From an optimization exercise on the open Yosys and OpenROAD flow, aimed at small area, a short achievable clock period and few clock cycles per item; shortcuts taken in it are not production practice.
In this exercise RTL edits were held to simulation tests only and were not proved equivalent to the original.

<file path="constraint.sdc">
create_clock -name core_clock -period 35.0 [get_ports {clk}]
set_input_delay 7.0000 -clock core_clock [delete_from_list [all_inputs] [get_ports {clk}]]
set_output_delay 7.0000 -clock core_clock [all_outputs]
set_load 0.01 [all_outputs]
</file>
<file path="run.sh">
#!/bin/bash
# synth_recipe.tcl (not shown) runs the flow's synth.tcl, then flattens the netlist and writes it again
# the make line also repeats each setting of config.mk as NAME=value (left out here)
make -C /OpenROAD-flow-scripts/flow DESIGN_CONFIG=/design/flow/config.mk WORK_HOME=/design/flow/orfs CLKGATE_MAP_FILE= SYNTH_SCRIPT=/design/flow/synth_recipe.tcl finish
</file>
<file path="config.mk">
export PLATFORM = sky130hd
export DESIGN_NAME = nbhd_filter
export DESIGN_NICKNAME = nbhd_filter
export VERILOG_FILES = /design/flow/design.v
export SDC_FILE = /design/flow/constraint.sdc
export NUM_CORES = 4
export LEC_CHECK = 0
export ABC_AREA = 1
export CAP_MARGIN = 20
export CORE_MARGIN = 2
export CORE_UTILIZATION = 60
export SLEW_MARGIN = 20
</file>
<file path="design.v">
module nbhd_sharpen (
    input  wire [71:0] win,
    output wire [7:0]  pix
);
    wire [7:0] n1 = win[15:8], n3 = win[31:24], n4 = win[39:32];
    wire [7:0] n5 = win[47:40], n7 = win[63:56];
    wire sh_0 = n4[0] ^ n4[1];
    wire sh_1 = n4[0] & n4[1];
    wire sh_2 = n4[1] ^ n4[2];
    wire sh_3 = n4[1] & n4[2];
    wire sh_4 = n4[2] ^ n4[3];
    wire sh_5 = n4[2] & n4[3];
    wire sh_6 = n4[3] ^ n4[4];
    wire sh_7 = n4[3] & n4[4];
    wire sh_8 = n4[4] ^ n4[5];
    wire sh_9 = n4[4] & n4[5];
    wire sh_10 = n4[5] ^ n4[6];
    wire sh_11 = n4[5] & n4[6];
    wire sh_12 = ~n1[0] ^ ~n3[0];
    wire sh_13 = ~n1[0] & ~n3[0];
    wire sh_14 = n4[0] ^ ~n1[1] ^ ~n3[1];
    wire sh_15 = (n4[0] & ~n1[1]) | (~n3[1] & (n4[0] ^ ~n1[1]));
    wire sh_16 = ~n1[2] ^ ~n3[2] ^ ~n5[2];
    wire sh_17 = (~n1[2] & ~n3[2]) | (~n5[2] & (~n1[2] ^ ~n3[2]));
    wire sh_18 = ~n7[2] ^ 1'b1;
    wire sh_19 = ~n7[2] & 1'b1;
    wire sh_20 = ~n1[3] ^ ~n3[3] ^ ~n5[3];
    wire sh_21 = (~n1[3] & ~n3[3]) | (~n5[3] & (~n1[3] ^ ~n3[3]));
    wire sh_22 = ~n7[3] ^ sh_2 ^ sh_1;
    wire sh_23 = (~n7[3] & sh_2) | (sh_1 & (~n7[3] ^ sh_2));
    wire sh_24 = ~n1[4] ^ ~n3[4] ^ ~n5[4];
    wire sh_25 = (~n1[4] & ~n3[4]) | (~n5[4] & (~n1[4] ^ ~n3[4]));
    wire sh_26 = ~n7[4] ^ sh_4 ^ sh_3;
    wire sh_27 = (~n7[4] & sh_4) | (sh_3 & (~n7[4] ^ sh_4));
    wire sh_28 = ~n1[5] ^ ~n3[5] ^ ~n5[5];
    wire sh_29 = (~n1[5] & ~n3[5]) | (~n5[5] & (~n1[5] ^ ~n3[5]));
    wire sh_30 = ~n7[5] ^ sh_6 ^ sh_5;
    wire sh_31 = (~n7[5] & sh_6) | (sh_5 & (~n7[5] ^ sh_6));
    wire sh_32 = ~n1[6] ^ ~n3[6] ^ ~n5[6];
    wire sh_33 = (~n1[6] & ~n3[6]) | (~n5[6] & (~n1[6] ^ ~n3[6]));
    wire sh_34 = ~n7[6] ^ sh_8 ^ sh_7;
    wire sh_35 = (~n7[6] & sh_8) | (sh_7 & (~n7[6] ^ sh_8));
    wire sh_36 = ~n1[7] ^ ~n3[7] ^ ~n5[7];
    wire sh_37 = (~n1[7] & ~n3[7]) | (~n5[7] & (~n1[7] ^ ~n3[7]));
    wire sh_38 = ~n7[7] ^ sh_10 ^ sh_9;
    wire sh_39 = (~n7[7] & sh_10) | (sh_9 & (~n7[7] ^ sh_10));
    wire sh_40 = n4[6] ^ n4[7];
    wire sh_41 = n4[6] & n4[7];
    wire sh_42 = ~n5[0] ^ ~n7[0];
    wire sh_43 = ~n5[0] & ~n7[0];
    wire sh_44 = ~n5[1] ^ ~n7[1] ^ sh_14;
    wire sh_45 = (~n5[1] & ~n7[1]) | (sh_14 & (~n5[1] ^ ~n7[1]));
    wire sh_46 = sh_0 ^ sh_16 ^ sh_18;
    wire sh_47 = (sh_0 & sh_16) | (sh_18 & (sh_0 ^ sh_16));
    wire sh_48 = sh_20 ^ sh_22 ^ sh_17;
    wire sh_49 = (sh_20 & sh_22) | (sh_17 & (sh_20 ^ sh_22));
    wire sh_50 = sh_24 ^ sh_26 ^ sh_21;
    wire sh_51 = (sh_24 & sh_26) | (sh_21 & (sh_24 ^ sh_26));
    wire sh_52 = sh_28 ^ sh_30 ^ sh_25;
    wire sh_53 = (sh_28 & sh_30) | (sh_25 & (sh_28 ^ sh_30));
    wire sh_54 = sh_32 ^ sh_34 ^ sh_29;
    wire sh_55 = (sh_32 & sh_34) | (sh_29 & (sh_32 ^ sh_34));
    wire sh_56 = sh_36 ^ sh_38 ^ sh_33;
    wire sh_57 = (sh_36 & sh_38) | (sh_33 & (sh_36 ^ sh_38));
    wire sh_58 = sh_11 ^ sh_40 ^ sh_37;
    wire sh_59 = (sh_11 & sh_40) | (sh_37 & (sh_11 ^ sh_40));
    wire sh_60 = 1'b1 ^ sh_12;
    wire sh_61 = 1'b1 & sh_12;
    wire sh_62 = sh_13 ^ sh_44 ^ sh_43;
    wire sh_63 = (sh_13 & sh_44) | (sh_43 & (sh_13 ^ sh_44));
    wire sh_64 = sh_15 ^ sh_46 ^ sh_45;
    wire sh_65 = (sh_15 & sh_46) | (sh_45 & (sh_15 ^ sh_46));
    wire sh_66 = sh_19 ^ sh_48 ^ sh_47;
    wire sh_67 = (sh_19 & sh_48) | (sh_47 & (sh_19 ^ sh_48));
    wire sh_68 = sh_23 ^ sh_50 ^ sh_49;
    wire sh_69 = (sh_23 & sh_50) | (sh_49 & (sh_23 ^ sh_50));
    wire sh_70 = sh_27 ^ sh_52 ^ sh_51;
    wire sh_71 = (sh_27 & sh_52) | (sh_51 & (sh_27 ^ sh_52));
    wire sh_72 = sh_31 ^ sh_54 ^ sh_53;
    wire sh_73 = (sh_31 & sh_54) | (sh_53 & (sh_31 ^ sh_54));
    wire sh_74 = sh_35 ^ sh_56 ^ sh_55;
    wire sh_75 = (sh_35 & sh_56) | (sh_55 & (sh_35 ^ sh_56));
    wire sh_76 = sh_39 ^ sh_58 ^ sh_57;
    wire sh_77 = (sh_39 & sh_58) | (sh_57 & (sh_39 ^ sh_58));
    wire sh_78 = n4[7] ^ sh_41 ^ sh_59;
    wire sh_79 = (n4[7] & sh_41) | (sh_59 & (n4[7] ^ sh_41));
    wire [11:0] u = {1'b1, 1'b1, sh_78, sh_76, sh_74, sh_72, sh_70, sh_68, sh_66, sh_64, sh_62, sh_42} + {1'b0, sh_79, sh_77, sh_75, sh_73, sh_71, sh_69, sh_67, sh_65, sh_63, sh_61, sh_60};
    wire le1   = u[11] | (u[10:1] == 10'd0);
    wire ge511 = ~u[11] & ((u[10:9] != 2'b00) | (u[8:0] == 9'h1ff));
    assign pix = le1 ? 8'd0 : ge511 ? 8'd255 : u[8:1];
endmodule
module nbhd_sobel_grad (
    input  wire [71:0] win,
    output wire [10:0] sx,
    output wire [10:0] sy
);
    wire [7:0] n0 = win[7:0],   n1 = win[15:8],  n2 = win[23:16];
    wire [7:0] n3 = win[31:24], n5 = win[47:40];
    wire [7:0] n6 = win[55:48], n7 = win[63:56], n8 = win[71:64];
    wire gx_0 = n2[2] ^ n5[1];
    wire gx_1 = n2[2] & n5[1];
    wire gx_2 = n2[3] ^ n5[2];
    wire gx_3 = n2[3] & n5[2];
    wire gx_4 = n2[4] ^ n5[3];
    wire gx_5 = n2[4] & n5[3];
    wire gx_6 = n2[5] ^ n5[4];
    wire gx_7 = n2[5] & n5[4];
    wire gx_8 = n2[6] ^ n5[5];
    wire gx_9 = n2[6] & n5[5];
    wire gx_10 = n2[7] ^ n5[6];
    wire gx_11 = n2[7] & n5[6];
    wire gx_12 = n2[1] ^ n5[0] ^ n8[1];
    wire gx_13 = (n2[1] & n5[0]) | (n8[1] & (n2[1] ^ n5[0]));
    wire gx_14 = n8[2] ^ ~n0[2] ^ ~n3[1];
    wire gx_15 = (n8[2] & ~n0[2]) | (~n3[1] & (n8[2] ^ ~n0[2]));
    wire gx_16 = ~n6[2] ^ 1'b1;
    wire gx_17 = ~n6[2] & 1'b1;
    wire gx_18 = n8[3] ^ ~n0[3] ^ ~n3[2];
    wire gx_19 = (n8[3] & ~n0[3]) | (~n3[2] & (n8[3] ^ ~n0[3]));
    wire gx_20 = ~n6[3] ^ gx_2 ^ gx_1;
    wire gx_21 = (~n6[3] & gx_2) | (gx_1 & (~n6[3] ^ gx_2));
    wire gx_22 = n8[4] ^ ~n0[4] ^ ~n3[3];
    wire gx_23 = (n8[4] & ~n0[4]) | (~n3[3] & (n8[4] ^ ~n0[4]));
    wire gx_24 = ~n6[4] ^ gx_4 ^ gx_3;
    wire gx_25 = (~n6[4] & gx_4) | (gx_3 & (~n6[4] ^ gx_4));
    wire gx_26 = n8[5] ^ ~n0[5] ^ ~n3[4];
    wire gx_27 = (n8[5] & ~n0[5]) | (~n3[4] & (n8[5] ^ ~n0[5]));
    wire gx_28 = ~n6[5] ^ gx_6 ^ gx_5;
    wire gx_29 = (~n6[5] & gx_6) | (gx_5 & (~n6[5] ^ gx_6));
    wire gx_30 = n8[6] ^ ~n0[6] ^ ~n3[5];
    wire gx_31 = (n8[6] & ~n0[6]) | (~n3[5] & (n8[6] ^ ~n0[6]));
    wire gx_32 = ~n6[6] ^ gx_8 ^ gx_7;
    wire gx_33 = (~n6[6] & gx_8) | (gx_7 & (~n6[6] ^ gx_8));
    wire gx_34 = n8[7] ^ ~n0[7] ^ ~n3[6];
    wire gx_35 = (n8[7] & ~n0[7]) | (~n3[6] & (n8[7] ^ ~n0[7]));
    wire gx_36 = ~n6[7] ^ gx_10 ^ gx_9;
    wire gx_37 = (~n6[7] & gx_10) | (gx_9 & (~n6[7] ^ gx_10));
    wire gx_38 = n5[7] ^ ~n3[7];
    wire gx_39 = n5[7] & ~n3[7];
    wire gx_40 = n2[0] ^ n8[0];
    wire gx_41 = n2[0] & n8[0];
    wire gx_42 = ~n0[1] ^ ~n3[0] ^ ~n6[1];
    wire gx_43 = (~n0[1] & ~n3[0]) | (~n6[1] & (~n0[1] ^ ~n3[0]));
    wire gx_44 = gx_0 ^ gx_14 ^ gx_16;
    wire gx_45 = (gx_0 & gx_14) | (gx_16 & (gx_0 ^ gx_14));
    wire gx_46 = gx_18 ^ gx_20 ^ gx_15;
    wire gx_47 = (gx_18 & gx_20) | (gx_15 & (gx_18 ^ gx_20));
    wire gx_48 = gx_22 ^ gx_24 ^ gx_19;
    wire gx_49 = (gx_22 & gx_24) | (gx_19 & (gx_22 ^ gx_24));
    wire gx_50 = gx_26 ^ gx_28 ^ gx_23;
    wire gx_51 = (gx_26 & gx_28) | (gx_23 & (gx_26 ^ gx_28));
    wire gx_52 = gx_30 ^ gx_32 ^ gx_27;
    wire gx_53 = (gx_30 & gx_32) | (gx_27 & (gx_30 ^ gx_32));
    wire gx_54 = gx_34 ^ gx_36 ^ gx_31;
    wire gx_55 = (gx_34 & gx_36) | (gx_31 & (gx_34 ^ gx_36));
    wire gx_56 = gx_11 ^ gx_38 ^ gx_35;
    wire gx_57 = (gx_11 & gx_38) | (gx_35 & (gx_11 ^ gx_38));
    wire gx_58 = ~n0[0] ^ ~n6[0];
    wire gx_59 = ~n0[0] & ~n6[0];
    wire gx_60 = gx_12 ^ gx_42 ^ gx_41;
    wire gx_61 = (gx_12 & gx_42) | (gx_41 & (gx_12 ^ gx_42));
    wire gx_62 = gx_13 ^ gx_44 ^ gx_43;
    wire gx_63 = (gx_13 & gx_44) | (gx_43 & (gx_13 ^ gx_44));
    wire gx_64 = gx_17 ^ gx_46 ^ gx_45;
    wire gx_65 = (gx_17 & gx_46) | (gx_45 & (gx_17 ^ gx_46));
    wire gx_66 = gx_21 ^ gx_48 ^ gx_47;
    wire gx_67 = (gx_21 & gx_48) | (gx_47 & (gx_21 ^ gx_48));
    wire gx_68 = gx_25 ^ gx_50 ^ gx_49;
    wire gx_69 = (gx_25 & gx_50) | (gx_49 & (gx_25 ^ gx_50));
    wire gx_70 = gx_29 ^ gx_52 ^ gx_51;
    wire gx_71 = (gx_29 & gx_52) | (gx_51 & (gx_29 ^ gx_52));
    wire gx_72 = gx_33 ^ gx_54 ^ gx_53;
    wire gx_73 = (gx_33 & gx_54) | (gx_53 & (gx_33 ^ gx_54));
    wire gx_74 = gx_37 ^ gx_56 ^ gx_55;
    wire gx_75 = (gx_37 & gx_56) | (gx_55 & (gx_37 ^ gx_56));
    wire gx_76 = gx_39 ^ gx_57;
    wire gx_77 = gx_39 & gx_57;
    wire [10:0] sx_w = {1'b1, gx_76, gx_74, gx_72, gx_70, gx_68, gx_66, gx_64, gx_62, gx_60, gx_40} + {gx_77, gx_75, gx_73, gx_71, gx_69, gx_67, gx_65, gx_63, gx_61, gx_59, gx_58};
    wire gy_0 = n6[2] ^ n7[1];
    wire gy_1 = n6[2] & n7[1];
    wire gy_2 = n6[3] ^ n7[2];
    wire gy_3 = n6[3] & n7[2];
    wire gy_4 = n6[4] ^ n7[3];
    wire gy_5 = n6[4] & n7[3];
    wire gy_6 = n6[5] ^ n7[4];
    wire gy_7 = n6[5] & n7[4];
    wire gy_8 = n6[6] ^ n7[5];
    wire gy_9 = n6[6] & n7[5];
    wire gy_10 = n6[7] ^ n7[6];
    wire gy_11 = n6[7] & n7[6];
    wire gy_12 = n6[1] ^ n7[0] ^ n8[1];
    wire gy_13 = (n6[1] & n7[0]) | (n8[1] & (n6[1] ^ n7[0]));
    wire gy_14 = n8[2] ^ ~n0[2] ^ ~n1[1];
    wire gy_15 = (n8[2] & ~n0[2]) | (~n1[1] & (n8[2] ^ ~n0[2]));
    wire gy_16 = ~n2[2] ^ 1'b1;
    wire gy_17 = ~n2[2] & 1'b1;
    wire gy_18 = n8[3] ^ ~n0[3] ^ ~n1[2];
    wire gy_19 = (n8[3] & ~n0[3]) | (~n1[2] & (n8[3] ^ ~n0[3]));
    wire gy_20 = ~n2[3] ^ gy_2 ^ gy_1;
    wire gy_21 = (~n2[3] & gy_2) | (gy_1 & (~n2[3] ^ gy_2));
    wire gy_22 = n8[4] ^ ~n0[4] ^ ~n1[3];
    wire gy_23 = (n8[4] & ~n0[4]) | (~n1[3] & (n8[4] ^ ~n0[4]));
    wire gy_24 = ~n2[4] ^ gy_4 ^ gy_3;
    wire gy_25 = (~n2[4] & gy_4) | (gy_3 & (~n2[4] ^ gy_4));
    wire gy_26 = n8[5] ^ ~n0[5] ^ ~n1[4];
    wire gy_27 = (n8[5] & ~n0[5]) | (~n1[4] & (n8[5] ^ ~n0[5]));
    wire gy_28 = ~n2[5] ^ gy_6 ^ gy_5;
    wire gy_29 = (~n2[5] & gy_6) | (gy_5 & (~n2[5] ^ gy_6));
    wire gy_30 = n8[6] ^ ~n0[6] ^ ~n1[5];
    wire gy_31 = (n8[6] & ~n0[6]) | (~n1[5] & (n8[6] ^ ~n0[6]));
    wire gy_32 = ~n2[6] ^ gy_8 ^ gy_7;
    wire gy_33 = (~n2[6] & gy_8) | (gy_7 & (~n2[6] ^ gy_8));
    wire gy_34 = n8[7] ^ ~n0[7] ^ ~n1[6];
    wire gy_35 = (n8[7] & ~n0[7]) | (~n1[6] & (n8[7] ^ ~n0[7]));
    wire gy_36 = ~n2[7] ^ gy_10 ^ gy_9;
    wire gy_37 = (~n2[7] & gy_10) | (gy_9 & (~n2[7] ^ gy_10));
    wire gy_38 = n7[7] ^ ~n1[7];
    wire gy_39 = n7[7] & ~n1[7];
    wire gy_40 = n6[0] ^ n8[0];
    wire gy_41 = n6[0] & n8[0];
    wire gy_42 = ~n0[1] ^ ~n1[0] ^ ~n2[1];
    wire gy_43 = (~n0[1] & ~n1[0]) | (~n2[1] & (~n0[1] ^ ~n1[0]));
    wire gy_44 = gy_0 ^ gy_14 ^ gy_16;
    wire gy_45 = (gy_0 & gy_14) | (gy_16 & (gy_0 ^ gy_14));
    wire gy_46 = gy_18 ^ gy_20 ^ gy_15;
    wire gy_47 = (gy_18 & gy_20) | (gy_15 & (gy_18 ^ gy_20));
    wire gy_48 = gy_22 ^ gy_24 ^ gy_19;
    wire gy_49 = (gy_22 & gy_24) | (gy_19 & (gy_22 ^ gy_24));
    wire gy_50 = gy_26 ^ gy_28 ^ gy_23;
    wire gy_51 = (gy_26 & gy_28) | (gy_23 & (gy_26 ^ gy_28));
    wire gy_52 = gy_30 ^ gy_32 ^ gy_27;
    wire gy_53 = (gy_30 & gy_32) | (gy_27 & (gy_30 ^ gy_32));
    wire gy_54 = gy_34 ^ gy_36 ^ gy_31;
    wire gy_55 = (gy_34 & gy_36) | (gy_31 & (gy_34 ^ gy_36));
    wire gy_56 = gy_11 ^ gy_38 ^ gy_35;
    wire gy_57 = (gy_11 & gy_38) | (gy_35 & (gy_11 ^ gy_38));
    wire gy_58 = ~n0[0] ^ ~n2[0];
    wire gy_59 = ~n0[0] & ~n2[0];
    wire gy_60 = gy_12 ^ gy_42 ^ gy_41;
    wire gy_61 = (gy_12 & gy_42) | (gy_41 & (gy_12 ^ gy_42));
    wire gy_62 = gy_13 ^ gy_44 ^ gy_43;
    wire gy_63 = (gy_13 & gy_44) | (gy_43 & (gy_13 ^ gy_44));
    wire gy_64 = gy_17 ^ gy_46 ^ gy_45;
    wire gy_65 = (gy_17 & gy_46) | (gy_45 & (gy_17 ^ gy_46));
    wire gy_66 = gy_21 ^ gy_48 ^ gy_47;
    wire gy_67 = (gy_21 & gy_48) | (gy_47 & (gy_21 ^ gy_48));
    wire gy_68 = gy_25 ^ gy_50 ^ gy_49;
    wire gy_69 = (gy_25 & gy_50) | (gy_49 & (gy_25 ^ gy_50));
    wire gy_70 = gy_29 ^ gy_52 ^ gy_51;
    wire gy_71 = (gy_29 & gy_52) | (gy_51 & (gy_29 ^ gy_52));
    wire gy_72 = gy_33 ^ gy_54 ^ gy_53;
    wire gy_73 = (gy_33 & gy_54) | (gy_53 & (gy_33 ^ gy_54));
    wire gy_74 = gy_37 ^ gy_56 ^ gy_55;
    wire gy_75 = (gy_37 & gy_56) | (gy_55 & (gy_37 ^ gy_56));
    wire gy_76 = gy_39 ^ gy_57;
    wire gy_77 = gy_39 & gy_57;
    wire [10:0] sy_w = {1'b1, gy_76, gy_74, gy_72, gy_70, gy_68, gy_66, gy_64, gy_62, gy_60, gy_40} + {gy_77, gy_75, gy_73, gy_71, gy_69, gy_67, gy_65, gy_63, gy_61, gy_59, gy_58};
    assign sx = sx_w;
    assign sy = sy_w;
endmodule
module nbhd_sobel_mag (
    input  wire [10:0] sx,
    input  wire [10:0] sy,
    output wire [7:0]  a,
    output wire        xs,
    output wire [7:0]  b,
    output wire        ys,
    output wire        big
);
    assign xs = sx[10];
    assign ys = sy[10];
    wire [10:0] cx = sx ^ {11{xs}};
    wire [10:0] cy = sy ^ {11{ys}};
    wire bigx = (cx[10:8] != 3'd0) | ((cx[7:1] == 7'h7f) & (cx[0] | xs));
    wire bigy = (cy[10:8] != 3'd0) | ((cy[7:1] == 7'h7f) & (cy[0] | ys));
    assign a = cx[7:0];
    assign b = cy[7:0];
    assign big = bigx | bigy;
endmodule
module nbhd_sobel_sq (
    input  wire [7:0]  a,
    input  wire        xs,
    input  wire [7:0]  b,
    input  wire        ys,
    input  wire        big,
    output wire [15:0] mc
);
    wire sq_0 = (a[0] & a[5]) ^ (a[1] & a[4]);
    wire sq_1 = (a[0] & a[5]) & (a[1] & a[4]);
    wire sq_2 = (a[0] & a[7]) ^ (a[1] & a[6]) ^ (a[2] & a[5]);
    wire sq_3 = ((a[0] & a[7]) & (a[1] & a[6])) | ((a[2] & a[5]) & ((a[0] & a[7]) ^ (a[1] & a[6])));
    wire sq_4 = (a[3] & a[4]) ^ a[4];
    wire sq_5 = (a[3] & a[4]) & a[4];
    wire sq_6 = (a[0] & a[3]) ^ (a[1] & a[2]) ^ a[2];
    wire sq_7 = ((a[0] & a[3]) & (a[1] & a[2])) | (a[2] & ((a[0] & a[3]) ^ (a[1] & a[2])));
    wire sq_8 = (a[0] & a[4]) ^ (a[1] & a[3]);
    wire sq_9 = (a[0] & a[4]) & (a[1] & a[3]);
    wire sq_10 = (a[2] & a[3]) ^ a[3] ^ (xs & a[5]);
    wire sq_11 = ((a[2] & a[3]) & a[3]) | ((xs & a[5]) & ((a[2] & a[3]) ^ a[3]));
    wire sq_12 = (b[0] & b[5]) ^ (b[1] & b[4]) ^ (b[2] & b[3]);
    wire sq_13 = ((b[0] & b[5]) & (b[1] & b[4])) | ((b[2] & b[3]) & ((b[0] & b[5]) ^ (b[1] & b[4])));
    wire sq_14 = (a[0] & a[6]) ^ (a[1] & a[5]) ^ (a[2] & a[4]);
    wire sq_15 = ((a[0] & a[6]) & (a[1] & a[5])) | ((a[2] & a[4]) & ((a[0] & a[6]) ^ (a[1] & a[5])));
    wire sq_16 = (xs & a[6]) ^ (b[0] & b[6]) ^ (b[1] & b[5]);
    wire sq_17 = ((xs & a[6]) & (b[0] & b[6])) | ((b[1] & b[5]) & ((xs & a[6]) ^ (b[0] & b[6])));
    wire sq_18 = (b[2] & b[4]) ^ (ys & b[6]);
    wire sq_19 = (b[2] & b[4]) & (ys & b[6]);
    wire sq_20 = (xs & a[7]) ^ (b[0] & b[7]) ^ (b[1] & b[6]);
    wire sq_21 = ((xs & a[7]) & (b[0] & b[7])) | ((b[1] & b[6]) & ((xs & a[7]) ^ (b[0] & b[7])));
    wire sq_22 = (b[2] & b[5]) ^ (b[3] & b[4]) ^ b[4];
    wire sq_23 = ((b[2] & b[5]) & (b[3] & b[4])) | (b[4] & ((b[2] & b[5]) ^ (b[3] & b[4])));
    wire sq_24 = (ys & b[7]) ^ sq_2 ^ sq_4;
    wire sq_25 = ((ys & b[7]) & sq_2) | (sq_4 & ((ys & b[7]) ^ sq_2));
    wire sq_26 = (a[1] & a[7]) ^ (a[2] & a[6]) ^ (a[3] & a[5]);
    wire sq_27 = ((a[1] & a[7]) & (a[2] & a[6])) | ((a[3] & a[5]) & ((a[1] & a[7]) ^ (a[2] & a[6])));
    wire sq_28 = (b[1] & b[7]) ^ (b[2] & b[6]) ^ (b[3] & b[5]);
    wire sq_29 = ((b[1] & b[7]) & (b[2] & b[6])) | ((b[3] & b[5]) & ((b[1] & b[7]) ^ (b[2] & b[6])));
    wire sq_30 = sq_3 ^ sq_5;
    wire sq_31 = sq_3 & sq_5;
    wire sq_32 = (a[2] & a[7]) ^ (a[3] & a[6]) ^ (a[4] & a[5]);
    wire sq_33 = ((a[2] & a[7]) & (a[3] & a[6])) | ((a[4] & a[5]) & ((a[2] & a[7]) ^ (a[3] & a[6])));
    wire sq_34 = a[5] ^ (b[2] & b[7]) ^ (b[3] & b[6]);
    wire sq_35 = (a[5] & (b[2] & b[7])) | ((b[3] & b[6]) & (a[5] ^ (b[2] & b[7])));
    wire sq_36 = (b[4] & b[5]) ^ b[5];
    wire sq_37 = (b[4] & b[5]) & b[5];
    wire sq_38 = (a[3] & a[7]) ^ (a[4] & a[6]);
    wire sq_39 = (a[3] & a[7]) & (a[4] & a[6]);
    wire sq_40 = (a[4] & a[7]) ^ (a[5] & a[6]);
    wire sq_41 = (a[4] & a[7]) & (a[5] & a[6]);
    wire sq_42 = (a[0] & a[1]) ^ a[1] ^ (xs & a[1]);
    wire sq_43 = ((a[0] & a[1]) & a[1]) | ((xs & a[1]) & ((a[0] & a[1]) ^ a[1]));
    wire sq_44 = (a[0] & a[2]) ^ (xs & a[2]);
    wire sq_45 = (a[0] & a[2]) & (xs & a[2]);
    wire sq_46 = (xs & a[3]) ^ (b[0] & b[3]) ^ (b[1] & b[2]);
    wire sq_47 = ((xs & a[3]) & (b[0] & b[3])) | ((b[1] & b[2]) & ((xs & a[3]) ^ (b[0] & b[3])));
    wire sq_48 = b[2] ^ (ys & b[3]);
    wire sq_49 = b[2] & (ys & b[3]);
    wire sq_50 = (xs & a[4]) ^ (b[0] & b[4]) ^ (b[1] & b[3]);
    wire sq_51 = ((xs & a[4]) & (b[0] & b[4])) | ((b[1] & b[3]) & ((xs & a[4]) ^ (b[0] & b[4])));
    wire sq_52 = (ys & b[4]) ^ sq_8 ^ sq_7;
    wire sq_53 = ((ys & b[4]) & sq_8) | (sq_7 & ((ys & b[4]) ^ sq_8));
    wire sq_54 = b[3] ^ (ys & b[5]) ^ sq_0;
    wire sq_55 = (b[3] & (ys & b[5])) | (sq_0 & (b[3] ^ (ys & b[5])));
    wire sq_56 = sq_10 ^ sq_12 ^ sq_9;
    wire sq_57 = (sq_10 & sq_12) | (sq_9 & (sq_10 ^ sq_12));
    wire sq_58 = sq_1 ^ sq_14 ^ sq_16;
    wire sq_59 = (sq_1 & sq_14) | (sq_16 & (sq_1 ^ sq_14));
    wire sq_60 = sq_18 ^ sq_11 ^ sq_13;
    wire sq_61 = (sq_18 & sq_11) | (sq_13 & (sq_18 ^ sq_11));
    wire sq_62 = sq_20 ^ sq_22 ^ sq_24;
    wire sq_63 = (sq_20 & sq_22) | (sq_24 & (sq_20 ^ sq_22));
    wire sq_64 = sq_15 ^ sq_17 ^ sq_19;
    wire sq_65 = (sq_15 & sq_17) | (sq_19 & (sq_15 ^ sq_17));
    wire sq_66 = sq_26 ^ sq_28 ^ sq_30;
    wire sq_67 = (sq_26 & sq_28) | (sq_30 & (sq_26 ^ sq_28));
    wire sq_68 = sq_21 ^ sq_23 ^ sq_25;
    wire sq_69 = (sq_21 & sq_23) | (sq_25 & (sq_21 ^ sq_23));
    wire sq_70 = sq_32 ^ sq_34 ^ sq_36;
    wire sq_71 = (sq_32 & sq_34) | (sq_36 & (sq_32 ^ sq_34));
    wire sq_72 = sq_27 ^ sq_29 ^ sq_31;
    wire sq_73 = (sq_27 & sq_29) | (sq_31 & (sq_27 ^ sq_29));
    wire sq_74 = (b[3] & b[7]) ^ (b[4] & b[6]) ^ sq_38;
    wire sq_75 = ((b[3] & b[7]) & (b[4] & b[6])) | (sq_38 & ((b[3] & b[7]) ^ (b[4] & b[6])));
    wire sq_76 = sq_33 ^ sq_35 ^ sq_37;
    wire sq_77 = (sq_33 & sq_35) | (sq_37 & (sq_33 ^ sq_35));
    wire sq_78 = a[6] ^ (b[4] & b[7]) ^ (b[5] & b[6]);
    wire sq_79 = (a[6] & (b[4] & b[7])) | ((b[5] & b[6]) & (a[6] ^ (b[4] & b[7])));
    wire sq_80 = b[6] ^ sq_40 ^ sq_39;
    wire sq_81 = (b[6] & sq_40) | (sq_39 & (b[6] ^ sq_40));
    wire sq_82 = (a[5] & a[7]) ^ (b[5] & b[7]);
    wire sq_83 = (a[5] & a[7]) & (b[5] & b[7]);
    wire sq_84 = (a[6] & a[7]) ^ a[7];
    wire sq_85 = (a[6] & a[7]) & a[7];
    wire sq_86 = a[0] ^ xs;
    wire sq_87 = a[0] & xs;
    wire sq_88 = (b[0] & b[1]) ^ b[1];
    wire sq_89 = (b[0] & b[1]) & b[1];
    wire sq_90 = (b[0] & b[2]) ^ (ys & b[2]) ^ sq_44;
    wire sq_91 = ((b[0] & b[2]) & (ys & b[2])) | (sq_44 & ((b[0] & b[2]) ^ (ys & b[2])));
    wire sq_92 = sq_6 ^ sq_46 ^ sq_48;
    wire sq_93 = (sq_6 & sq_46) | (sq_48 & (sq_6 ^ sq_46));
    wire sq_94 = sq_50 ^ sq_52 ^ sq_47;
    wire sq_95 = (sq_50 & sq_52) | (sq_47 & (sq_50 ^ sq_52));
    wire sq_96 = sq_54 ^ sq_56 ^ sq_51;
    wire sq_97 = (sq_54 & sq_56) | (sq_51 & (sq_54 ^ sq_56));
    wire sq_98 = sq_58 ^ sq_60 ^ sq_55;
    wire sq_99 = (sq_58 & sq_60) | (sq_55 & (sq_58 ^ sq_60));
    wire sq_100 = sq_62 ^ sq_64 ^ sq_59;
    wire sq_101 = (sq_62 & sq_64) | (sq_59 & (sq_62 ^ sq_64));
    wire sq_102 = sq_66 ^ sq_68 ^ sq_63;
    wire sq_103 = (sq_66 & sq_68) | (sq_63 & (sq_66 ^ sq_68));
    wire sq_104 = sq_70 ^ sq_72 ^ sq_67;
    wire sq_105 = (sq_70 & sq_72) | (sq_67 & (sq_70 ^ sq_72));
    wire sq_106 = sq_74 ^ sq_76 ^ sq_71;
    wire sq_107 = (sq_74 & sq_76) | (sq_71 & (sq_74 ^ sq_76));
    wire sq_108 = sq_78 ^ sq_80 ^ sq_75;
    wire sq_109 = (sq_78 & sq_80) | (sq_75 & (sq_78 ^ sq_80));
    wire sq_110 = sq_41 ^ sq_82 ^ sq_79;
    wire sq_111 = (sq_41 & sq_82) | (sq_79 & (sq_41 ^ sq_82));
    wire sq_112 = (b[6] & b[7]) ^ b[7] ^ sq_84;
    wire sq_113 = ((b[6] & b[7]) & b[7]) | (sq_84 & ((b[6] & b[7]) ^ b[7]));
    wire sq_114 = b[0] ^ ys;
    wire sq_115 = b[0] & ys;
    wire sq_116 = (xs & a[0]) ^ (ys & b[0]) ^ sq_87;
    wire sq_117 = ((xs & a[0]) & (ys & b[0])) | (sq_87 & ((xs & a[0]) ^ (ys & b[0])));
    wire sq_118 = (ys & b[1]) ^ sq_42 ^ sq_88;
    wire sq_119 = ((ys & b[1]) & sq_42) | (sq_88 & ((ys & b[1]) ^ sq_42));
    wire sq_120 = sq_43 ^ sq_90 ^ sq_89;
    wire sq_121 = (sq_43 & sq_90) | (sq_89 & (sq_43 ^ sq_90));
    wire sq_122 = sq_45 ^ sq_92 ^ sq_91;
    wire sq_123 = (sq_45 & sq_92) | (sq_91 & (sq_45 ^ sq_92));
    wire sq_124 = sq_49 ^ sq_94 ^ sq_93;
    wire sq_125 = (sq_49 & sq_94) | (sq_93 & (sq_49 ^ sq_94));
    wire sq_126 = sq_53 ^ sq_96 ^ sq_95;
    wire sq_127 = (sq_53 & sq_96) | (sq_95 & (sq_53 ^ sq_96));
    wire sq_128 = sq_57 ^ sq_98 ^ sq_97;
    wire sq_129 = (sq_57 & sq_98) | (sq_97 & (sq_57 ^ sq_98));
    wire sq_130 = sq_61 ^ sq_100 ^ sq_99;
    wire sq_131 = (sq_61 & sq_100) | (sq_99 & (sq_61 ^ sq_100));
    wire sq_132 = sq_65 ^ sq_102 ^ sq_101;
    wire sq_133 = (sq_65 & sq_102) | (sq_101 & (sq_65 ^ sq_102));
    wire sq_134 = sq_69 ^ sq_104 ^ sq_103;
    wire sq_135 = (sq_69 & sq_104) | (sq_103 & (sq_69 ^ sq_104));
    wire sq_136 = sq_73 ^ sq_106 ^ sq_105;
    wire sq_137 = (sq_73 & sq_106) | (sq_105 & (sq_73 ^ sq_106));
    wire sq_138 = sq_77 ^ sq_108 ^ sq_107;
    wire sq_139 = (sq_77 & sq_108) | (sq_107 & (sq_77 ^ sq_108));
    wire sq_140 = sq_81 ^ sq_110 ^ sq_109;
    wire sq_141 = (sq_81 & sq_110) | (sq_109 & (sq_81 ^ sq_110));
    wire sq_142 = sq_83 ^ sq_112 ^ sq_111;
    wire sq_143 = (sq_83 & sq_112) | (sq_111 & (sq_83 ^ sq_112));
    wire sq_144 = sq_85 ^ sq_113;
    wire sq_145 = sq_85 & sq_113;
    wire [16:0] m = {sq_145, sq_144, sq_142, sq_140, sq_138, sq_136, sq_134, sq_132, sq_130, sq_128, sq_126, sq_124, sq_122, sq_120, sq_118, sq_116, sq_86} + {1'b0, sq_143, sq_141, sq_139, sq_137, sq_135, sq_133, sq_131, sq_129, sq_127, sq_125, sq_123, sq_121, sq_119, sq_117, sq_115, sq_114};
    wire sat = big | m[16] | (m[15:0] >= 16'd65025);
    assign mc = sat ? 16'hfe00 : m[15:0];
endmodule
module nbhd_sqrt_a (
    input  wire [15:0] m,
    output wire [6:0] rem,
    output wire [5:0] root
);
    wire [17:0] x = {m, 2'b00};
    wire [2:0] ri0 = {1'b0, x[17:16]};
    wire [1:0] tr0 = 2'b01;
    wire [3:0] df0 = {1'b0, ri0} - {2'b0, tr0};
    wire ge0 = ~df0[3];
    wire [1:0] rm0 = ge0 ? df0[1:0] : ri0[1:0];
    wire [0:0] rt0 = ge0;
    wire [3:0] ri1 = {rm0, x[15:14]};
    wire [2:0] tr1 = {rt0, 2'b01};
    wire [4:0] df1 = {1'b0, ri1} - {2'b0, tr1};
    wire ge1 = ~df1[4];
    wire [2:0] rm1 = ge1 ? df1[2:0] : ri1[2:0];
    wire [1:0] rt1 = {rt0, ge1};
    wire [4:0] ri2 = {rm1, x[13:12]};
    wire [3:0] tr2 = {rt1, 2'b01};
    wire [5:0] df2 = {1'b0, ri2} - {2'b0, tr2};
    wire ge2 = ~df2[5];
    wire [3:0] rm2 = ge2 ? df2[3:0] : ri2[3:0];
    wire [2:0] rt2 = {rt1, ge2};
    wire [5:0] ri3 = {rm2, x[11:10]};
    wire [4:0] tr3 = {rt2, 2'b01};
    wire [6:0] df3 = {1'b0, ri3} - {2'b0, tr3};
    wire ge3 = ~df3[6];
    wire [4:0] rm3 = ge3 ? df3[4:0] : ri3[4:0];
    wire [3:0] rt3 = {rt2, ge3};
    wire [6:0] ri4 = {rm3, x[9:8]};
    wire [5:0] tr4 = {rt3, 2'b01};
    wire [7:0] df4 = {1'b0, ri4} - {2'b0, tr4};
    wire ge4 = ~df4[7];
    wire [5:0] rm4 = ge4 ? df4[5:0] : ri4[5:0];
    wire [4:0] rt4 = {rt3, ge4};
    wire [7:0] ri5 = {rm4, x[7:6]};
    wire [6:0] tr5 = {rt4, 2'b01};
    wire [8:0] df5 = {1'b0, ri5} - {2'b0, tr5};
    wire ge5 = ~df5[8];
    wire [6:0] rm5 = ge5 ? df5[6:0] : ri5[6:0];
    wire [5:0] rt5 = {rt4, ge5};
    assign rem = rm5;
    assign root = rt5;
endmodule
module nbhd_sqrt_b (
    input  wire [15:0] m,
    input  wire [6:0] rem,
    input  wire [5:0] root,
    output wire [7:0]  pix
);
    wire [17:0] x = {m, 2'b00};
    wire [6:0] rm5 = rem;
    wire [5:0] rt5 = root;
    wire [8:0] ri6 = {rm5, x[5:4]};
    wire [7:0] tr6 = {rt5, 2'b01};
    wire [9:0] df6 = {1'b0, ri6} - {2'b0, tr6};
    wire ge6 = ~df6[9];
    wire [7:0] rm6 = ge6 ? df6[7:0] : ri6[7:0];
    wire [6:0] rt6 = {rt5, ge6};
    wire [9:0] ri7 = {rm6, x[3:2]};
    wire [8:0] tr7 = {rt6, 2'b01};
    wire [10:0] df7 = {1'b0, ri7} - {2'b0, tr7};
    wire ge7 = ~df7[10];
    wire [8:0] rm7 = ge7 ? df7[8:0] : ri7[8:0];
    wire [7:0] rt7 = {rt6, ge7};
    wire [10:0] ri8 = {rm7, x[1:0]};
    wire [9:0] tr8 = {rt7, 2'b01};
    wire [11:0] df8 = {1'b0, ri8} - {2'b0, tr8};
    wire ge8 = ~df8[11];
    wire [8:0] rt8 = {rt7, ge8};
    assign pix = rt8[8:1] + {7'd0, rt8[0]};
endmodule
module nbhd_median (
    input  wire [71:0] win,
    output wire [7:0]  pix
);
    function lt8(input [7:0] a, input [7:0] b);
        reg c; integer i;
        begin
            c = 1'b0;
            for (i = 0; i < 8; i = i + 1) c = (~a[i] & b[i]) | (~a[i] & c) | (b[i] & c);
            lt8 = c;
        end
    endfunction
    function [23:0] sort3(input [7:0] a, input [7:0] b, input [7:0] c);
        reg ba, cb, ca;
        reg [7:0] lo, md, hi;
        begin
            ba = lt8(b, a); cb = lt8(c, b); ca = lt8(c, a);
            lo = (~ba & ~ca) ? a : (ba & ~cb) ? b : c;
            hi = (ba & ca) ? a : (~ba & cb) ? b : c;
            md = (ba ^ ca) ? a : (ba ^ ~cb) ? b : c;
            sort3 = {hi, md, lo};
        end
    endfunction
    wire [23:0] r0 = sort3(win[7:0],   win[15:8],  win[23:16]);
    wire [23:0] r1 = sort3(win[31:24], win[39:32], win[47:40]);
    wire [23:0] r2 = sort3(win[55:48], win[63:56], win[71:64]);
    wire [23:0] c0 = sort3(r0[7:0],   r1[7:0],   r2[7:0]);
    wire [23:0] c1 = sort3(r0[15:8],  r1[15:8],  r2[15:8]);
    wire [23:0] c2 = sort3(r0[23:16], r1[23:16], r2[23:16]);
    wire [23:0] f  = sort3(c0[23:16], c1[15:8], c2[7:0]);
    assign pix = f[15:8];
endmodule
module nbhd_filter (
    input  wire        clk,
    input  wire        rst,         
    input  wire        in_valid,
    output wire        in_ready,
    input  wire [1:0]  in_op,       
    input  wire [71:0] in_win,
    output wire        out_valid,
    output wire [7:0]  out_pix
);
    assign in_ready = 1'b1;
    reg        s1_valid;
    reg [1:0]  s1_op;
    reg [71:0] s1_win;
    always @(posedge clk) begin
        s1_valid <= in_valid & ~rst;
        s1_op    <= in_op;
        s1_win   <= in_win;
    end
    wire [7:0]  sharpen_pix, median_pix;
    wire [10:0] sx, sy;
    wire [7:0]  ga, gb;
    wire        gxs, gys, gbig;
    nbhd_sharpen    u_sharpen (.win(s1_win), .pix(sharpen_pix));
    nbhd_median     u_median  (.win(s1_win), .pix(median_pix));
    nbhd_sobel_grad u_grad    (.win(s1_win), .sx(sx), .sy(sy));
    nbhd_sobel_mag  u_mag     (.sx(sx), .sy(sy), .a(ga), .xs(gxs), .b(gb), .ys(gys), .big(gbig));
    wire       sobel = (s1_op == 2'd1);
    reg  [7:0] s1_a;
    always @* begin
        case (s1_op)
            2'd0:    s1_a = sharpen_pix;
            2'd1:    s1_a = ga;
            2'd2:    s1_a = median_pix;
            default: s1_a = s1_win[39:32];
        endcase
    end
    reg        s2_valid;
    reg [7:0]  s2_a, s2_b;
    reg        s2_xs, s2_ys, s2_big;
    always @(posedge clk) begin
        s2_valid <= s1_valid & ~rst;
        s2_a     <= s1_a;
        s2_b     <= gb & {8{sobel}};
        s2_xs    <= gxs & sobel;
        s2_ys    <= gys & sobel;
        s2_big   <= gbig & sobel;
    end
    wire [15:0] mc;
    nbhd_sobel_sq u_sq (.a(s2_a), .xs(s2_xs), .b(s2_b), .ys(s2_ys), .big(s2_big), .mc(mc));
    reg        s3_valid;
    reg [15:0] s3_m;
    always @(posedge clk) begin
        s3_valid <= s2_valid & ~rst;
        s3_m     <= mc;
    end
    wire [6:0] rem_a;
    wire [5:0] root_a;
    nbhd_sqrt_a u_sqa (.m(s3_m), .rem(rem_a), .root(root_a));
    reg        s4_valid;
    reg [15:0] s4_m;
    reg [6:0] s4_rem;
    reg [5:0] s4_root;
    always @(posedge clk) begin
        s4_valid <= s3_valid & ~rst;
        s4_m     <= s3_m;
        s4_rem   <= rem_a;
        s4_root  <= root_a;
    end
    wire [7:0] root_pix;
    nbhd_sqrt_b u_sqb (.m(s4_m), .rem(s4_rem), .root(s4_root), .pix(root_pix));
    reg       s5_valid;
    reg [7:0] s5_pix;
    always @(posedge clk) begin
        s5_valid <= s4_valid & ~rst;
        s5_pix   <= root_pix;
    end
    assign out_valid = s5_valid;
    assign out_pix   = s5_pix;
endmodule
</file>
==> results.txt <==
[cell families after synthesis]
group           after synthesis  share of synthesized area
flops                       139                      0.162
xor+xnor                     86                     0.0439
other cells                   1                   0.000219
mux                           4                    0.00241
buf+inv                     667                      0.150
fa+ha+maj                   297                      0.277
compound gates              444                      0.150
simple gates                862                      0.215
[synthesized netlist by cell type, types with 3 or more instances]
cell / n / share of area
a21o_1: 3 / 0.0013
dfxtp_1: 139 / 0.16
o21bai_1: 26 / 0.011
or2_1: 3 / 0.0011
nand3b_1: 4 / 0.0018
nand2_1: 527 / 0.12
nor4_1: 3 / 0.0011
xor2_1: 70 / 0.036
nand3_2: 7 / 0.0041
nand4_1: 5 / 0.0018
ha_1: 147 / 0.11
nand2_2: 24 / 0.0088
a21boi_0: 3 / 0.0013
nand2_4: 3 / 0.0020
inv_1: 591 / 0.13
nor3_1: 9 / 0.0026
buf_6: 5 / 0.0033
fa_1: 140 / 0.16
buf_4: 5 / 0.0022
inv_2: 27 / 0.0059
and2_1: 30 / 0.011
o211ai_1: 29 / 0.013
nand3_1: 113 / 0.033
buf_1: 5 / 0.0011
o21a_1: 7 / 0.0031
a211oi_1: 7 / 0.0031
a21oi_2: 6 / 0.0031
and2_0: 5 / 0.0018
o21ai_0: 127 / 0.037
or2_2: 7 / 0.0026
o21ai_1: 18 / 0.0053
o22ai_1: 33 / 0.012
a21oi_1: 158 / 0.046
nor2_1: 117 / 0.026
buf_2: 5 / 0.0015
xnor2_1: 16 / 0.0082
o221ai_1: 3 / 0.0015
o21ai_2: 5 / 0.0026
clkbuf_1: 27 / 0.0059
mux2i_1: 3 / 0.0018
a31oi_1: 4 / 0.0015
maj3_1: 10 / 0.0058
[layout make-up]
class | count | area, sq um | share of cell area
clock buffer | 19 | 443 | 0.0235
multi-input combinational | 1694 | 11800 | 0.627
clock inverter | 13 | 116 | 0.00618
tap | 378 | 473 | 0.0251
sequential | 139 | 2780 | 0.148
timing repair buffer | 89 | 881 | 0.0468
inverter | 620 | 2330 | 0.124
[registers in the layout (all words and copies together), names as in the netlist, 2 cells and up]
register,cells
s1_op,2
s4_m,4
s5_pix,8
s3_m,16
s2_b,8
s4_root,6
s4_rem,7
s2_a,8
s1_win,72
[layer usage]
layer	GRT usage	share of wire	vias to the layer above
li1	-	-	7857
met1	0.410	0.40	7372
met3	0.0539	0.063	142
met4	0.174	0.051	0
met5	0	0	-
met2	0.592	0.48	604
[metrics by stage]
stage | setup slack [ns] | instance area (sq um)
final | 26.70 | 18800
after global placement | 27.19 | 18300
after floorplan | 27.67 | 17100
after detailed placement | 27.15 | 18300
after CTS | 26.66 | 18800
after global routing | 26.64 | 18800
[final timing paths]
path                            slack [ns]  depth (start not counted)          to       start
worst min register to register        0.33                          0     s4_m[1]     s3_m[1]
worst min-delay path                  0.33                          0     s4_m[1]     s3_m[1]
worst max register to register       27.39                         43     s2_a[2]  s1_win[64]
worst max-delay path                 26.70                          1  out_pix[5]   s5_pix[5]
==> impl_metrics.env <==
export IMPL_outcome="complete, no violations"
export IMPL_portBuffers=85
export IMPL_fin_skew_ns=0.0181
export IMPL_antenna_found_initial=0
export IMPL_num_fill_cells=2494
export IMPL_h_tree_depth=4
export IMPL_clk_latency_ns=0.45
export IMPL_synthCells=2500
export IMPL_clkTransAtPathRegs_ns=0.06
export IMPL_dieArea_sq_mm=0.0299
export IMPL_slew_violations=0
export IMPL_crit_type="reg2out"
export IMPL_path_cells="clkdlybuf4s50_1"
export IMPL_cts_buffers=17
export IMPL_drive_gt1_frac=0.0470
export IMPL_drt_total_wl_um=49800
export IMPL_io_pins=87
export IMPL_min_period_ns=8.30
export IMPL_die_h_um=173
export IMPL_maxCapViolations=0
export IMPL_ant_nets=0
export IMPL_place_hpwl_um=41300
export IMPL_syn2layout_area_growth_pct=9.78
export IMPL_totalNegativeSetupSlack_ns=0
export IMPL_fin_crit_sh=0.237
export IMPL_post_cts_buffers=0
export IMPL_gp_congestion=0.971
export IMPL_routedWlPerCell_um=16.9
export IMPL_worst_pin_slew_ns=1.06
export IMPL_critPathArrivalTime_ns=1.30
export IMPL_coreArea_sq_mm=0.0279
export IMPL_cts_resized_gates=0
export IMPL_ys_warnings_count=2
export IMPL_drt_iter0_drc=1344
export IMPL_placed_cells=2920
export IMPL_setup_violations_final=0
export IMPL_crit_fanout=1
export IMPL_yosysSeqAreaShare=0.162
export IMPL_synth_seq_cells=139
export IMPL_vias=16000
export IMPL_slowest_delay_ns=0.54
export IMPL_required_ns=28.00
export IMPL_antenna_cells=0
export IMPL_layout_commonest_cell="inv_1"
export IMPL_synth_edff_count=0
export IMPL_cts_hold_buffers=0
export IMPL_layout_cells_non_filler=2952
export IMPL_fin_nets=2925
export IMPL_fmax_ghz=0.120
export IMPL_rsz0062_at_grt="no"
export IMPL_numClockSinks=139
export IMPL_grt_pass1_vias=15600
export IMPL_syn_nets=2864
export IMPL_grt_pass1_wl_um=80700
export IMPL_final_util=0.674
export IMPL_crit_buf_inv=1
export IMPL_whs_ns=0.327
export IMPL_grt_max_degree=18
export IMPL_grtUsageTotal=0.342
export IMPL_drc=0
export IMPL_async_flop_share=0
export IMPL_maxSlewHeadroom=0.288
export IMPL_hold_class="reg2reg"
export IMPL_initial_core_util=0.614
export IMPL_final_cell_mix="inv_1 (591), nand2_1 (527), a21oi_1 (158)"
export IMPL_viasPerCell=5.41
export IMPL_critPathTopFamily="buffers and inverters"
export IMPL_start_kind="register"
export IMPL_cp_end_kind="output pin"
export IMPL_syn_avg_cell_area_sq_um=6.86
export IMPL_hold_viol_final=0
export IMPL_rows=61
export IMPL_netlist_area_sq_mm=0.0171
export IMPL_die_w_um=173
export IMPL_slowest_stage="clkdlybuf4s50_1"
export IMPL_grt_overflow=0
export IMPL_clockRootBuffer="clkbuf_16"
export IMPL_clk_path_buf_depth=2
export IMPL_cts_tree="done"
export IMPL_synth_top_flop_cell="dfxtp_1"
export IMPL_dr_pass1_iters=9
export IMPL_ys_types=60
Testbench counts, summed over its fixed seeds: cycles 24,032, items 24,000.

## static timing again, ports no longer ideal
How much do the figures lean on ideal ports? The routed layout below was timed once more, with nothing changed but the port constraints. Step 1: set_driving_cell puts a clkbuf_16 on clk and a buf_2 on each other input, an assumption about the parent block. Step 2 also shifts input and output timing later by t, the mid clock arrival at the registers, as if the neighbouring blocks saw the same clock. Slacks: ideal ports / drivers / drivers and shift; pairs: ideal ports / drivers.
shift t [ns]: 0.498
setup WS [ns]: 26.701 / 26.647 / 27.146
latest minus earliest clock arrival (ns): 0.018 / 0.019
slew at the worst register clock pin (ns): 0.06 / 0.06
After both steps this run still meets setup and hold. The setup slack of this run moves by -0.054 ns with the drivers and by +0.445 ns with both steps.
